Source: an optimization exercise on an open RTL-to-GDS flow (aim: small area, a short achievable clock period and few clock cycles per item). Production flows keep margins and buffers that such runs may drop.
At most, simulation tests tie the RTL to the original design; equivalence was not proved.
Power and IR drop assume default switching activity.

run A:
==> flow/design.v (excerpt) <==
module tsq_decoder (
    input  wire        clk,
    input  wire        rst,           
    input  wire        start,         
    input  wire        ext,           
    input  wire [22:0] in_size,       
    output wire        idle,
    input  wire        in_valid,
    input  wire [7:0]  in_data,
    output wire        in_ready,
    output wire        mem_re,
    output wire [17:0] mem_raddr,
    input  wire [7:0]  mem_rdata,     
    output wire        mem_we,
    output wire [17:0] mem_waddr,
    output wire [7:0]  mem_wdata,
    output wire        done,          
    output wire [3:0]  status,
    output wire [18:0] out_size
);
For scale: roughly 1400 cells after synthesis, ~250 flip-flops, roughly 120 I/O pins, ~14000 sq um of cells after synthesis.
export LEC_CHECK = 0
export CAP_MARGIN = 20
export CORE_MARGIN = 2
export CORE_UTILIZATION = 60
export SETUP_SLACK_MARGIN = 4.6
export SLEW_MARGIN = 20
create_clock -name core_clock -period 7.5 [get_ports {clk}]
standard.sh (not shown) runs the stock make flow with config.mk's settings and CLKGATE_MAP_FILE= SYNTH_SCRIPT=/design/flow/synth_recipe.tcl, a recipe that flattens the netlist after the stock synthesis.
==> flow/flow/run.sh <==
#!/bin/bash
# The standard layout, with the port buffers placed as the smallest buffer
# cell (the resizer sizes them up where timing needs it).
set -euo pipefail
export BUFFER_PORTS_ARGS="-buffer_cell sky130_fd_sc_hd__buf_1"
bash standard.sh > standard.log 2>&1
The flow did not stop early for run A: all stages ran, and the layout cleared the timing, DRC and antenna checks.
Testbench counts of run A, summed over its fixed seeds: cycles 400,444, bytes 355,495.
Input-level comparison between run B and run A:
Settings: CTS_CLUSTER_DIAMETER newly set to 60; SETUP_SLACK_MARGIN changed from 4.6 to 5.0; CTS_CLUSTER_SIZE newly set to 20.
Findings:
- Count of buffers added by post-CTS timing repair for setup: run B vs run A up 116
- The shortest period the worst path allows number comes out higher for run A vs run B.
- Comparing run A with run B, the clock skew came out essentially unchanged.
- Delta (run B minus run A): clock network area share -2.5 points; final area went up; sequential power closely matched the old numbers; cell area power density has decreased.
The inputs of run C differ from those of run B as listed below.
Settings: SETUP_SLACK_MARGIN changed from 5.0 to 4.8.
Findings:
In summary, run C completed successfully, with a layout that passed the timing, DRC and antenna checks.
Re overall power after layout: run C and run B aren't equal, and the higher value belongs to run B.
Against run B, run C reports a switching portion of total power that is lower.
Taking run B as the reference, in run C final hold slack rose by 0.0097 ns; relative area change from synthesis to final layout fell by 16 points.
In the final reports, the cell area of run C is smaller than that of run B.
Input changes introduced in run D (baseline for comparison: run C):
Settings: SETUP_SLACK_MARGIN: 4.8 -> 4.6; CORE_UTILIZATION: 60 -> 40; CTS_CLUSTER_DIAMETER: 60 -> unset; CTS_CLUSTER_SIZE: 20 -> unset.
==> flow/run.sh (new file) <==
#!/bin/bash
# synth_recipe.tcl (not shown) runs the flow's synth.tcl, then flattens the netlist and writes it again
# the make line also repeats each setting of config.mk as NAME=value (left out here)
make -C /OpenROAD-flow-scripts/flow DESIGN_CONFIG=/design/flow/config.mk WORK_HOME=/design/flow/orfs CLKGATE_MAP_FILE= SYNTH_SCRIPT=/design/flow/synth_recipe.tcl finish
removed: flow/flow/run.sh
removed: flow/standard.sh
[summary]
The final reports for run D and run C show area overhead of the layout relative to synthesis higher in the former.
Run C → run D: net count of the mapped netlist saw little to no change, post-cts gate resize count saw an increase, share of final-layout standard cells stronger than drive strength 1 saw a decrease, routed wire length on met3 saw an increase, minimum period implied by the final worst setup slack saw an increase.
For wire length, dividing the value from run C by the value from run D gives 0.944.
Final instance count without filler cells is higher on run D
The maximum clock frequency of run D is lower than that of run C.

tsq_decoder, a different RTL version from the one above (not shown whole).
Size in the first run: roughly 1400 cells after synthesis, ~250 flip-flops, roughly 120 I/O pins, ~14000 sq um of cells after synthesis.
export LEC_CHECK = 0
export CAP_MARGIN = 20
export CORE_MARGIN = 2
export CORE_UTILIZATION = 40
export SETUP_SLACK_MARGIN = 5.0
export SLEW_MARGIN = 20
create_clock -name core_clock -period 7.5 [get_ports {clk}]
run.sh (not shown) runs the stock make flow with config.mk's settings and CLKGATE_MAP_FILE= SYNTH_SCRIPT=/design/flow/synth_recipe.tcl, a recipe that flattens the netlist after the stock synthesis.
Stock flow here: none of the scripts above is used.
Next try:
- SETUP_SLACK_MARGIN: 5.0 -> 4.0
Effect:
- The new run finished with timing, DRC and antenna clean
- die area is unchanged
- utilization goes down by 6.2 points
- sequential share of layout area rises by 3.7 points
- synthesized cell count does not change
- wire length shrinks by roughly a tenth
- first-iteration DRC count fell by a few percent
- setup slack is worse by 540 ps
- critical path depth is unchanged
- total power came out lower by a few percent
- via count goes down by a few percent
- non-clock buffer count drops by 122
Next try:
- SETUP_SLACK_MARGIN: 4.0 -> 4.5
The new run finished clean; worst setup slack improves by 430 ps; hold slack hardly moves; design area increases by 2.6%; wire length increases by 0.88%; global-route usage is about the same.
No run of this note included a check of the RTL's function; only the layout flow was run.

==> static timing again, ports no longer ideal <==
Ports are ideal in the flow. The routed layouts listed here were re-timed in OpenROAD. Step 1 assumes that a clkbuf_16 drives the clock port and a buf_2 every other input. Step 2 times the ports against the registers' clock, not the clock port: input delays grow and output delays shrink by t, the midpoint of the rising clock arrivals with the driver on. a / b / c = ideal ports / drivers / drivers and shift; a / b = the first two.
run	t, ns	setup WS [ns]	worst setup path at the end	worst register clock-pin slew, ns
run A	0.587	4.641 / 4.617 / 4.161	input to register	0.07 / 0.07
run B	0.570	4.746 / 4.746 / 4.252	input to register	0.09 / 0.09
run C	0.562	4.783 / 4.779 / 4.217	input to register	0.08 / 0.08
run D	0.587	4.584 / 4.611 / 4.024	input to register	0.06 / 0.06
the first run of note 2	0.587	4.637 / 4.588 / 4.286	input to register	0.06 / 0.06
the second run of note 2	0.588	4.093 / 4.043 / 3.573	input to register	0.06 / 0.06
the third run of note 2	0.591	4.523 / 4.489 / 3.947	input to register	0.06 / 0.06
After both steps setup and hold are still met in every run listed. The setup slack of the third run of note 2, which loses most, moves by -0.034 ns with the drivers and by -0.576 ns with both steps.
